What follows belongs to an exercise in optimizing a design on an open flow for small area, a short achievable clock period and few clock cycles; a production flow would make more cautious choices. Only simulation tests tie the RTL to the original design; equivalence was not proved. Power figures rest on the tool's default switching activity, not on a simulated workload.

==> flow/design.v, too long to show whole: its modules and the start of the top module <==
// module biggerints_core: 8783 lines
module biggerints_core (
    input  wire        clk,
    input  wire        rst,       
    input  wire        req,
    input  wire        we,
    input  wire [3:0]  addr,      
    input  wire [63:0] wdata,
    output wire        gnt,
    output reg  [63:0] rdata
);
  // ...
==> flow/flow/run.sh <==
#!/bin/bash
set -euo pipefail
cd "$(dirname "$0")/.."
bash standard.sh SETUP_SLACK_MARGIN=5.8 MATCH_CELL_FOOTPRINT=0 \
    "BUFFER_PORTS_ARGS=-buffer_cell sky130_fd_sc_hd__buf_4" \
    finish > make_finish.log 2>&1
==> flow/standard.sh <==
#!/bin/bash
# synth_recipe.tcl (not shown) runs the flow's synth.tcl, then flattens the netlist and writes it again
# the make line also repeats each setting of config.mk as NAME=value (left out here)
make -C /OpenROAD-flow-scripts/flow DESIGN_CONFIG=/design/flow/config.mk WORK_HOME=/design/flow/orfs CLKGATE_MAP_FILE= SYNTH_SCRIPT=/design/flow/synth_recipe.tcl "${@:-finish}"
==> flow/config.mk <==
export PLATFORM = sky130hd
export DESIGN_NAME = biggerints_core
export DESIGN_NICKNAME = biggerints_core
export VERILOG_FILES = /design/flow/design.v
export SDC_FILE = /design/flow/constraint.sdc
export NUM_CORES = 4
export LEC_CHECK = 0
export ABC_CLOCK_PERIOD_IN_PS = 6000
export CAP_MARGIN = 20
export CELL_PAD_IN_SITES_DETAIL_PLACEMENT = 1
export CELL_PAD_IN_SITES_GLOBAL_PLACEMENT = 2
export CORE_MARGIN = 2
export CORE_UTILIZATION = 35
export CTS_CLUSTER_DIAMETER = 60
export CTS_CLUSTER_SIZE = 30
export PLACE_DENSITY = 0.5
export SLEW_MARGIN = 20
==> flow/constraint.sdc <==
create_clock -name core_clock -period 13.0 [get_ports {clk}]
set_input_delay 2.6000 -clock core_clock [delete_from_list [all_inputs] [get_ports {clk}]]
set_output_delay 2.6000 -clock core_clock [all_outputs]
set_load 0.01 [all_outputs]
==> run_results.csv, run 1 <==
group,metric,value,unit
run_status,status,"no timing/DRC/antenna violations",
die,core-area,311000,µm²
synth,synth_common_cells,"a21oi_1 (1335), dfxtp_1 (1304), nand2_1 (1288)",
setup_path,critical_path_class,"primary input to primary output",
routing,first_iter_violations,16600,
clock_tree,clkTransAtPathRegs,60,ps
sta,min_period_over_period,0.580,
power_and_ir_drop,power_frac_seq,0.318,
routing,met1_length,304000,µm
setup_path,reg2reg_to,"c_q[180]",
placed_design,gp_congestion,1.12,
power_and_ir_drop,p_per_area,104,nW/µm²
finish,fin_nets,13700,
finish,signal_buffers,564,
grt,grt-ovfl-total,0,
finish,multi_input_area_share,0.629,
die,die_y,563,µm
die,dieArea,317000,µm²
synth,synth_edf_count,4,
routing,highest_layer,"met5",
routing,viasPerCell,6.79,
clock_tree,cts_root_buf,"clkbuf_16",
power_and_ir_drop,seq-power,4150,µW
setup_path,cp.depth,9,
routing,dr_wl_met3,101000,µm
clock_tree,cts.sinks,1308,
synth,synth_fp_nets,14200,
routing,met2_length,337000,µm
power_and_ir_drop,switching_share,0.369,
finish,final_common_cell,"a21oi_1",
finish,regArea,26300,µm²
power_and_ir_drop,power.leakage,0.0449,µW
setup_path,crit_fanout,4,
finish,multiInputGateArea,79100,µm²
power_and_ir_drop,internal_power,8240,µW
finish,largestClassByArea,"multi-input gates",
power_and_ir_drop,clkPwrFrac,0.451,
synth,syn_avg_cell_area,8.61,µm²
synth,muxShareOfSynthArea,0.0249,
synth,synth_top_family_by_area,"adder cells",
grt,gr-usage-met2,0.722,
Testbench counts, summed over its fixed seeds: cycles 41,481.
==> run 2: changes to the inputs <==
==> flow/flow/run.sh (replaced) <==
#!/bin/bash
set -euo pipefail
cd "$(dirname "$0")/.."
bash standard.sh SETUP_SLACK_MARGIN=6.0 MATCH_CELL_FOOTPRINT=0 \
    "BUFFER_PORTS_ARGS=-buffer_cell sky130_fd_sc_hd__buf_4" \
    finish > make_finish.log 2>&1
--- a/flow/config.mk
+++ b/flow/config.mk
@@ -10,8 +10,8 @@
 export CELL_PAD_IN_SITES_DETAIL_PLACEMENT = 1
 export CELL_PAD_IN_SITES_GLOBAL_PLACEMENT = 2
 export CORE_MARGIN = 2
-export CORE_UTILIZATION = 35
+export CORE_UTILIZATION = 25
 export CTS_CLUSTER_DIAMETER = 60
 export CTS_CLUSTER_SIZE = 30
-export PLACE_DENSITY = 0.5
+export PLACE_DENSITY = 0.4
 export SLEW_MARGIN = 20
==> run 2 against run 1 <==
Design area is 5.5% higher. Synthesized area stayed put. Register-to-register slack better by 270 ps. Sequential power hardly changed. Global-route usage is 10 points lower. Still clean on timing, DRC and antenna. Sequential share of layout area is 1.1 points lower. Combinational power is 5% higher. First-iteration DRC count is 20% lower. Worst hold slack worse by 3.2 ps. Non-clock buffer count is 205 higher. Critical path depth is 1 higher.
==> run_results.csv, run 2 <==
group,metric,value,unit
power_and_ir_drop,clkPwrFrac,0.491,
routing,viasPerCell,5.93,
die,initial_utilization,0.251,
setup_path,cp-start-kind,"primary input",
sta,slew_headroom,0.0797,
setup_path,reg2reg_to,"c_q[229]",
routing,detail-route-antenna-nets,0,
power_and_ir_drop,power.leakage,0.0473,µW
setup_path,crit_fanout,9,
die,die_y,665,µm
finish,fin_nets,13900,
worst_hold_path,hold_end,"r_q[112]",
routing,vias,110000,
synth,synth_top_area_frac,0.239,
synth,ys.warnings.count,1,
die,die_w,665,µm
setup_path,cp_slowest_cell,"a221oi_4",
routing,wl,919000,µm
grt,grt_pass1_wl,1170000,µm
grt,grt_usage,0.400,
finish,drive_gt1_frac,0.132,
sta,tightestPinTransition,1380,ps
power_and_ir_drop,p_total,14400,µW
sta,hold_viol,0,
die,core-area,435000,µm²
power_and_ir_drop,switching_share,0.362,
synth,synthDistinctLibCells,91,
clock_tree,clkTransAtPathRegs,60,ps
synth,post-synth-top-count-cell,"a21oi_1",
grt,grt_max_degree,153,
routing,first_iter_violations,13300,
setup_path,critPathRequiredTime,10400,ps
grt,grt_antenna_before_repair,133,
sta,timing.hold.ws,459,ps
routing,highest_layer,"met5",
job,max_cap_violations,0,
clock_tree,cts.sinks,1308,
synth,synth_edf_count,4,
sta,timing.fmax,137,MHz
power_and_ir_drop,p_per_area,108,nW/µm²
routing,drc,0,
worst_hold_path,hold_depth,2,
power_and_ir_drop,switchingPower,5220,µW
setup_path,cpPeakStageDelay,420,ps
synth,ys_async_sr_fraction,0,
sta,setup_viol,0,
grt,first_global_vias,111000,
synth,synth_common_cells,"a21oi_1 (1335), dfxtp_1 (1304), nand2_1 (1288)",
power_and_ir_drop,pwr-share-comb,0.221,
setup_path,reg2reg_from,"ir_xor",
finish,final_core_util,0.305,
setup_path,crit_path_frequent_cell,"buf_12",
worst_hold_path,hold_class,"flop to flop",
clock_tree,cts_buffer_depth,4,
synth,ys_ff_latch,1308,
die,ios,137,
setup_path,cp_top_family,"buffers and inverters",
die,dieArea,442000,µm²
sta,layout_min_cycle_time,7280,ps
clock_tree,postCtsHoldBufs,0,
routing,dr_wl_met3,65800,µm
setup_path,arrival,4680,ps
finish,layout_common_cells,"a21oi_1 (1324), dfxtp_1 (1291), nand2_1 (1277), a22oi_1 (1128), nor2_1 (1033)",
placed_design,hpwl,686000,µm
synth,synthesis.instances,12700,
setup_path,reg2reg_setup_slack,5820,ps
sta,slew_violations,0,
placed_design,gp_congestion,0.984,
clock_tree,htree_levels,4,
synth,synth.largest_area_cell,"dfxtp_1",
routing,drt_first_pass_iters,6,
clock_tree,cts_root_buf,"clkbuf_16",
routing,met2_length,411000,µm
sta,finClkSkew,51.2,ps
sta,min_period_over_period,0.560,
worst_hold_path,worstHoldStart,"r_q[112]",
sta,rsz0062_at_grt,"yes",
setup_path,crit_buf_inv,5,
run_status,status,"no timing/DRC/antenna violations",
power_and_ir_drop,power_frac_seq,0.288,
finish,final_common_cell,"a21oi_1",
synth,netlist_area,109000,µm²
sta,setup_tns,0,ps
setup_path,critical_path_class,"primary input to primary output",
synth,synth_fp_nets,14200,
grt,grt-ovfl-total,0,
finish,area_growth,21.5,%
synth,syn_avg_cell_area,8.61,µm²
routing,wire_per_inst,49.8,µm
setup_path,worstPathCellList,"buf_12, nand2_8, buf_4, nor2_4, buf_12, buf_16, a22o_4, a221oi_4, nand3_4, buf_6",
setup_path,critPathCaptureType,"primary output",
die,core.rowCount,242,
routing,met1_length,373000,µm
power_and_ir_drop,internal_power,9180,µW
finish,fin_cells,18500,
synth,ys.flop_type,"dfxtp_1",
clock_tree,cts_buffers,238,
power_and_ir_drop,ir_drop,0.104,mV
clock_tree,worst_skew_pair.late_latency,1020,ps
setup_path,rr_worst_depth,22,
placed_design,io_buffers,136,
clock_tree,cts_tree,"yes",
placed_design,place_inst,17700,
synth,synth_seq_area_share,0.240,
synth,synth_area_leaders,"dfxtp_1 (24%), fa_1 (18%), a22oi_1 (7.8%), xor2_1 (6.6%), a21oi_1 (6.1%)",
## run 2: logic make-up (layout without fill, tap and decap cells)
kind of cell / count (synthesis) / after routing / share of synthesized area
other: 0 / 45 / 0
AND/OR/NAND/NOR: 2938 / 2938 / 0.114
XOR/XNOR: 1407 / 1407 / 0.113
flip-flops: 1308 / 1308 / 0.240
buffers and inverters: 1788 / 1781 / 0.0625
multiplexers: 271 / 271 / 0.0249
adder cells (fa/ha/maj): 1393 / 1393 / 0.228
AO/OA/AOI/OAI: 3584 / 3584 / 0.218
## run 2: repair_timing
item	4_1_cts	5_1_grt
buffers inserted	131	75
resized for setup	682	126
cloned	50	14
pin swaps	113	81
endpoints found under the setup margin	914	194
## run 2: cell type report
cell class | instances | area (µm²)
multi-input combinational | 9593 | 80100
sequential | 1308 | 26300
antenna | 45 | 113
clock inverter | 165 | 2110
timing repair buffer | 769 | 8450
tap | 5734 | 7170
inverter | 570 | 2160
fill | 49400 | 302000
clock buffer | 277 | 6390
## run 2: stage by stage
stage / setup slack [ps] / instance area [µm²]
floorplan: 6020 / 109000
global placement: 2990 / 116000
detailed placement: 4000 / 116000
CTS: 5810 / 131000
global route: 5790 / 133000
finish: 5720 / 133000
## run 2: per-layer routing
metal	vias to the layer above	track usage
met4	12	0.247
met3	1539	0.0694
met5	-	0
li1	43700	-
met1	58500	0.506
met2	5748	0.632
## run 2: worst reg2reg max path: stages (launching register included)
cell and delay [ps]:
edfxtp_1 510, buf_6 350, buf_6 540, nor2_1 290, a31oi_1 540, nor2_1 110
o311ai_0 360, nand3_1 350, o21ai_2 520, o211ai_1 180, buf_4 220, a31oi_1 260
buf_4 220, o21a_1 490, o221ai_4 330, ha_1 290, a21oi_1 150, xor2_1 420
nor2_1 160, mux2i_1 180, a211oi_1 110, nor2_1 400, a21oi_1 90
## run 2: worst max path at each step
stage / cells after the start / to / startpoint
after floorplan: 9 / rdata[13] / addr[1]
after global placement: 14 / c_q[40] / wdata[53]
after detailed placement: 9 / rdata[28] / addr[2]
after CTS: 9 / rdata[46] / addr[1]
after global routing: 9 / rdata[36] / addr[1]
final: 10 / rdata[36] / addr[1]
## run 2: power groups by stage
stage | Combinational, µW | Sequential, µW | Clock, µW
floorplan | 1280 | 4140 | 0
global placement | 2910 | 4230 | 0
detailed placement | 2900 | 4230 | 0
CTS | 3050 | 4140 | 7130
global route | 3210 | 4140 | 7270
finish | 3180 | 4150 | 7070

==> what the ideal ports hide <==
In the flow no input, the clock included, has a driving cell. The finished layouts below were timed again as built, in two steps.
Step 1 assumes that a clkbuf_16 drives the clock port and a buf_2 every other input.
Step 2 times the ports against the registers' clock, not the clock port: input delays grow and output delays shrink by t, the midpoint of the rising clock arrivals with the driver on.
Slacks: ideal ports / drivers / drivers and shift; pairs: ideal ports / drivers.
run	t, ns	slack for setup (ns)	pins driven straight from the clock port
run 1	1.036	5.454 / 5.404 / 4.772	1
run 2	1.115	5.716 / 5.381 / 5.118	1
After both steps every run listed still meets setup and hold. For run 1, which loses most, drivers alone change the setup slack by -0.050 ns; drivers and shift together by -0.682 ns.
